Context: an optimization exercise on an open-source flow, tuned for small area, a short achievable clock period and few clock cycles. The choices shown serve that exercise and are no tape-out recipe.
Function was checked by simulation only, so behaviour that the tests miss may differ from the original.
Power and IR drop assume default switching activity.

## old
## lm92_lcd
module lm92_lcd (
    input  wire        clk,
    input  wire        rst,           
    input  wire        cmd_valid,
    input  wire [31:0] cmd_word,
    output reg         busy,
    output reg         disp_init,
    output reg         rs,
    output wire [3:0]  err,
    output wire [3:0]  viol,
    output reg         ev_valid,
    input  wire        ev_ready,
    output reg         ev_kind,       
    output reg         ev_rs,
    output reg  [3:0]  ev_nib,
    output wire [13:0] ev_us,
    output reg         mem_req,
    output wire [15:0] mem_addr,
    input  wire        mem_ack,
    input  wire [7:0]  mem_rdata
);
export LEC_CHECK = 0
export ABC_AREA = 1
export CAP_MARGIN = 20
export CORE_MARGIN = 2
export CORE_UTILIZATION = 65
export SLEW_MARGIN = 20
create_clock -name core_clock -period 10.0 [get_ports {clk}]
standard.sh (not shown) runs the stock make flow with config.mk's settings and CLKGATE_MAP_FILE= SYNTH_SCRIPT=/design/flow/synth_recipe.tcl, a recipe that flattens the netlist after the stock synthesis.
==> flow/flow/run.sh <==
#!/bin/bash
# Standard ORFS layout (the standard.sh) with a tighter setup repair
# target and small port buffers; all logs stay in this folder.
set -euo pipefail
bash standard.sh \
  SETUP_SLACK_MARGIN=6.8 \
  "BUFFER_PORTS_ARGS=-buffer_cell sky130_fd_sc_hd__buf_2" \
  finish > flow_make.log 2>&1
The flow did not stop early for old: all stages ran, and the layout cleared the timing, DRC and antenna checks.
Testbench counts of old, summed over its fixed seeds: cycles 9,002.
The inputs of new differ from those of old as listed below.
--- a/flow/design.v
+++ b/flow/design.v
@@ -14,24 +14,27 @@
     output reg         ev_rs,
     output reg  [3:0]  ev_nib,
     output wire [13:0] ev_us,
     output reg         mem_req,
     output wire [15:0] mem_addr,
     input  wire        mem_ack,
     input  wire [7:0]  mem_rdata
 );
-    localparam K = 3;                  
-    localparam [3:0] NSTEP = 24 / K;   
+    localparam K = 2;                  
+    localparam [3:0] NSTEP = 12;       
     localparam [3:0] W15000 = 4'b1100, W5000 = 4'b1000, W150 = 4'b0010,
                      W50 = 4'b0001, W3000 = 4'b0101;
-    wire c12 = ev_nib[3], c11 = ev_nib[2], c2 = ev_nib[1], c5 = ev_nib[0];
-    assign ev_us = {c12 & c11, c12, c11, 1'b0, c12 | c11, c12 ^ c11,
-                    ~c5 | c11, 1'b0, c5, ~c12 | c11, c12 | c11, c2,
-                    c2 | (c5 & ~c11), 1'b0};
+    function [5:0] wdec(input [3:0] c);    
+        wdec = {c[3] & c[2], c[3] | c[2], c[3] ^ c[2], ~c[0] | c[2], ~c[3] | c[2],
+                c[1] | (c[0] & ~c[2])};
+    endfunction
+    reg [5:0] usx;
+    assign ev_us = {usx[5], ev_nib[3], ev_nib[2], 1'b0, usx[4], usx[3], usx[2], 1'b0,
+                    ev_nib[0], usx[1], usx[4], ev_nib[1], usx[0], 1'b0};
     function gt_const(input [23:0] x, input [23:0] c, input integer n);
         integer i;
         reg gt, eq;
         begin
             gt = 1'b0; eq = 1'b1;
             for (i = n - 1; i >= 0; i = i - 1) begin
                 if (!c[i]) gt = gt | (eq & x[i]);
                 eq = eq & (x[i] == c[i]);
@@ -118,18 +121,18 @@
     function [3:0] add3(input [3:0] d, input en);
         reg c;
         begin
             c = en & (d[3] | (d[2] & (d[1] | d[0])));
             add3 = {d[3] | c, c ? d[3] & d[0] : d[2],
                     c ? (d[1] & d[0]) | (d[3] & ~d[0]) : d[1], d[0] ^ c};
         end
     endfunction
-    wire [3:0]  ce   = {cnt[3], cnt[2] | a12f, cnt[1], cnt[0] | a12f};    
-    wire [27:0] s_in = a12f ? {S[12:0], S[27:13]} : S;
+    wire [3:0]  ce   = {cnt[3], cnt[2] | a12f, cnt[1] | a12f, cnt[0] | a12f};    
+    wire [27:0] s_in = a12f ? {S[13:0], S[27:14]} : S;
     reg [27:0] s_step, t;
     integer l, j;
     always @(*) begin
         s_step = s_in;
         for (l = 0; l < K; l = l + 1) begin
             t = s_step;
             for (j = 0; j < 6; j = j + 1)
                 t[4*j +: 4] = add3(s_step[4*j +: 4], ((4 * j - l + K - 1) / K <= 0) ? 1'b1 :
@@ -277,26 +280,28 @@
             a12f     <= a12;
             ninc     <= negv;
             nd       <= d_int & negv;
             nlo      <= d_int & ~negv;
             conv     <= d_int;
             rdy      <= 1'b0;
             nend     <= 1'b0;
             ev_kind  <= d_init;
+            usx      <= wdec(W15000);
             ev_nib   <= d_init ? W15000 : d_int ? (negv ? 4'h2 : 4'h3) : b_hi;
             m_init   <= d_init;
             m_byte   <= ~q4 & ~d_init;
             m_text   <= d_text;
             m_num    <= d_hex | d_int;
             m_fin    <= (d_goto & g_bad) | (d_int & f_bad);
         end else begin
             if (adv) begin
                 ev_nib  <= nib_n;
                 ev_kind <= kind_n;
+                usx     <= m_init ? wdec(t_nib) : wdec(W3000);
             end
             if (m_byte && adv) begin
                 ph <= 1'b1;
                 if (ph) clr <= 1'b0;
             end
             if (m_text && adv) ph <= ~(ph & take);
             if (m_num && conv) begin
                 if (ninc) ninc <= 1'b0;
### Flow results
- A launching element of the worst setup path of S[16] is what new shows, while ev_nib[3] belongs to old.
- Looking at static power due to leakage across new and old, the one that comes out higher is old.
- Summary: with old as the reference, total power in new moved down by more than 10%.
- Count of clock-buffer cells in the layout ends up higher on new.
- new against old; non-clock buffer instance count of the final layout is up by a little under 10%.
- new vs. old: wire length fell by 2400 um, worst-case vdd ir drop fell by 10%.
Testbench counts of new, summed over its fixed seeds: cycles 9,602.

lm92_lcd, a different RTL version from the one above (not shown whole).
Size in the first run: ~1000 cells after synthesis, roughly 94 I/O pins.
==> flow/config.mk <==
export PLATFORM = sky130hd
export DESIGN_NAME = lm92_lcd
export DESIGN_NICKNAME = lm92_lcd
export VERILOG_FILES = /design/flow/design.v
export SDC_FILE = /design/flow/constraint.sdc
export NUM_CORES = 4
export LEC_CHECK = 0
export ABC_AREA = 1
export CAP_MARGIN = 20
export CORE_MARGIN = 2
export CORE_UTILIZATION = 65
export SLEW_MARGIN = 20
==> flow/constraint.sdc <==
create_clock -name core_clock -period 10.0 [get_ports {clk}]
set_input_delay 2.0000 -clock core_clock [delete_from_list [all_inputs] [get_ports {clk}]]
set_output_delay 2.0000 -clock core_clock [all_outputs]
set_load 0.01 [all_outputs]
==> flow/flow/run.sh <==
#!/bin/bash
# Standard ORFS layout (the standard.sh) with a tighter setup repair
# target and small port buffers; all logs stay in this folder.
set -euo pipefail
bash standard.sh \
  SETUP_SLACK_MARGIN=6.8 \
  "BUFFER_PORTS_ARGS=-buffer_cell sky130_fd_sc_hd__buf_1" \
  finish > flow_make.log 2>&1
Testbench counts at the start, summed over its fixed seeds: cycles 9,602.
Then changed:
--- a/flow/design.v
+++ b/flow/design.v
@@ -39,14 +39,15 @@
                 if (!c[i]) gt = gt | (eq & x[i]);
                 eq = eq & (x[i] == c[i]);
             end
             gt_const = gt;
         end
     endfunction
     reg       e_rng, e_fmt;            
+    reg       p_rng, p_fmt;            
     reg [2:0] vl;                      
     assign err  = {1'b0, e_fmt, e_rng, e_rng};
     assign viol = {1'b0, vl};
     wire [7:0] opc = cmd_word[31:24];
     wire z23_16 = (cmd_word[23:16] == 8'd0);
     wire z15_8  = (cmd_word[15:8] == 8'd0);
     wire z7_0   = (cmd_word[7:0] == 8'd0);
@@ -83,14 +84,16 @@
     reg        m_init, m_byte, m_text, m_num, m_fin;
     reg        ph;        
     reg        clr;       
     reg        hx;        
     reg        a12f;      
     reg        ninc;      
     reg        nd;        
+    reg        nlo;       
+    reg        nend;      
     reg        conv;      
     reg        rdy;       
     assign mem_addr = S[19:4];
     wire fire = ev_valid & ev_ready;
     wire adv  = ~ev_valid | ev_ready;
     reg        t_kind;
     reg [3:0]  t_nib;
@@ -192,22 +195,22 @@
             nib_n = t_nib; kind_n = t_kind;
         end else if (m_byte) begin
             nib_n = ph ? W3000 : S[3:0]; kind_n = ph;
         end else if (m_text) begin
             nib_n = ph ? mem_rdata[7:4] : S[3:0];
         end else if (nd) begin
             nib_n = 4'hD;
-        end else if (!ph) begin
+        end else if (!nlo) begin
             nib_n = hx ? c_hi : 4'h3;
         end else begin
             nib_n = c_lo;
         end
     end
     wire init_last = (cnt == 5'd17);
-    wire n_step = ~nd & ~clr & (ph ? ~conv : hx);
+    wire n_step = ~nd & ~nend & (nlo ? ~conv : hx);
     wire [3:0] ce1 = {ce[3] ^ (ce[2] & ce[1] & ce[0]), ce[2] ^ (ce[1] & ce[0]), ce[1] ^ ce[0], ~ce[0]};
     always @(posedge clk) begin
         if (rst) begin
             busy      <= 1'b0;
             disp_init <= 1'b0;
             rs        <= 1'b0;
             e_rng     <= 1'b0;
@@ -223,16 +226,16 @@
             end
             if (fire) rs <= ev_rs;
             if (!busy) begin
                 busy     <= acc;
                 ev_valid <= acc & ~d_text & ~d_hex & ~(d_goto & g_bad) & ~(d_int & f_bad);
                 mem_req  <= acc & d_text;
             end else begin
-                e_rng <= m_fin & m_byte;
-                e_fmt <= m_fin & m_num;
+                e_rng <= p_rng;
+                e_fmt <= p_fmt;
                 if (m_fin) busy <= 1'b0;
                 else begin
                 if (m_init && adv && init_last) begin
                     ev_valid  <= 1'b0;
                     busy      <= 1'b0;
                     disp_init <= 1'b1;
                 end
@@ -244,43 +247,47 @@
                     if (adv && ph) ev_valid <= take & ~rz;
                     if (take && rz) begin
                         busy    <= 1'b0;
                         mem_req <= 1'b0;
                     end
                 end
                 if (m_num && adv) begin
-                    ev_valid <= ~clr & (nd | ~ph | ~conv);
-                    if (clr) busy <= 1'b0;
+                    ev_valid <= ~nend & (nd | ~nlo | ~conv);
+                    if (nend) busy <= 1'b0;
                 end
                 end
             end
         end
     end
     wire s_en = ~busy | (m_text & take) | (m_num & conv);
     wire [27:0] s_n = ~busy  ? {cmd_word[23:0], q4 ? 4'h0 : b_lo} :
                       m_text ? {S[27:24], s_inc, mem_rdata[3:0]} :
                       ninc   ? {4'd0, s_inc, S[3:0]} : s_step;
     wire c_en = ~busy | (m_init & adv) | (m_num & conv & ~ninc) | (m_num & adv & n_step);
     wire [4:0] c_n = ~busy  ? {4'd0, d_init} :
                      m_init ? cnt + 5'd1 :
                      conv   ? {cnt[4], ce1} :
-                     {cnt[4:3], ph ? ptr_m1 : ptr};
+                     {cnt[4:3], nlo ? ptr_m1 : ptr};
     always @(posedge clk) begin
         if (s_en) S <= s_n;
         if (c_en) cnt <= c_n;
         if (!busy) begin
+            p_rng    <= d_goto & g_bad;
+            p_fmt    <= d_int & f_bad;
             ev_rs    <= d_char | d_text | d_hex | d_int;
-            ph       <= d_text | (d_int & ~negv);
+            ph       <= d_text;
             clr      <= d_clr;
             hx       <= d_hex;
             a12f     <= a12;
             ninc     <= negv;
             nd       <= d_int & negv;
+            nlo      <= d_int & ~negv;
             conv     <= d_int;
             rdy      <= 1'b0;
+            nend     <= 1'b0;
             ev_kind  <= d_init;
             usx      <= wdec(W15000);
             ev_nib   <= d_init ? W15000 : d_int ? (negv ? 4'h2 : 4'h3) : b_hi;
             m_init   <= d_init;
             m_byte   <= ~q4 & ~d_init;
             m_text   <= d_text;
             m_num    <= d_hex | d_int;
@@ -299,19 +306,19 @@
             if (m_num && conv) begin
                 if (ninc) ninc <= 1'b0;
                 else begin
                     a12f <= 1'b0;
                     if (ce == NSTEP - 1) conv <= 1'b0;
                 end
             end
-            if (m_num && adv && !clr) begin
+            if (m_num && adv && !nend) begin
                 if (nd) nd <= 1'b0;
-                else if (!ph) ph <= 1'b1;
+                else if (!nlo) nlo <= 1'b1;
                 else if (!conv) begin
-                    ph  <= 1'b0;
-                    clr <= plast;
+                    nlo  <= 1'b0;
+                    nend <= plast;
                 end
                 if (n_step) rdy <= 1'b1;
             end
         end
     end
 endmodule
- setup slack loses 0.0054 ns
- sequential power is higher by about 6%
- die area is higher by 1.4%
- worst hold slack gains 0.0040 ns
- synthesized cell count is higher by 0.99%
- count of clock-buffer cells in the layout is higher by 1
- clock power is lower by about 2%
- non-clock buffer count is higher by 9
Testbench counts after the change, summed over its fixed seeds: cycles 9,602.

==> what the ideal ports hide <==
The flow's constraints put no driver on any port. The routed layouts listed below were extracted and timed again, unchanged, in two steps. Step 1, drivers: a clkbuf_16 drives clk and a buf_2 each remaining input, both assumed. Step 2 moves the port delays by t, midway between the first and last clock arrival at a register: inputs arrive t later, outputs are due t later. That takes back most of the time a late clock gives input paths. a / b / c = ideal / step 1 / step 2; a / b = the first two.
run | t, ns | setup WS [ns] | worst setup path at the end | clock arrival spread, ns | slew at the worst register clock pin (ns)
old | 0.365 | 6.793 / 6.758 / 6.448 | input to register | 0.008 / 0.008 | 0.06 / 0.06
new | 0.399 | 6.811 / 6.775 / 6.447 | input to register | 0.012 / 0.012 | 0.09 / 0.09
the first run of note 2 | 0.387 | 6.819 / 6.811 / 6.442 | input to register | 0.022 / 0.022 | 0.10 / 0.10
the second run of note 2 | 0.403 | 6.813 / 6.787 / 6.407 | input to register | 0.014 / 0.014 | 0.09 / 0.09
After both steps every run listed still meets setup and hold. The setup slack of the second run of note 2, which loses most, moves by -0.026 ns with the drivers and by -0.406 ns with both steps.
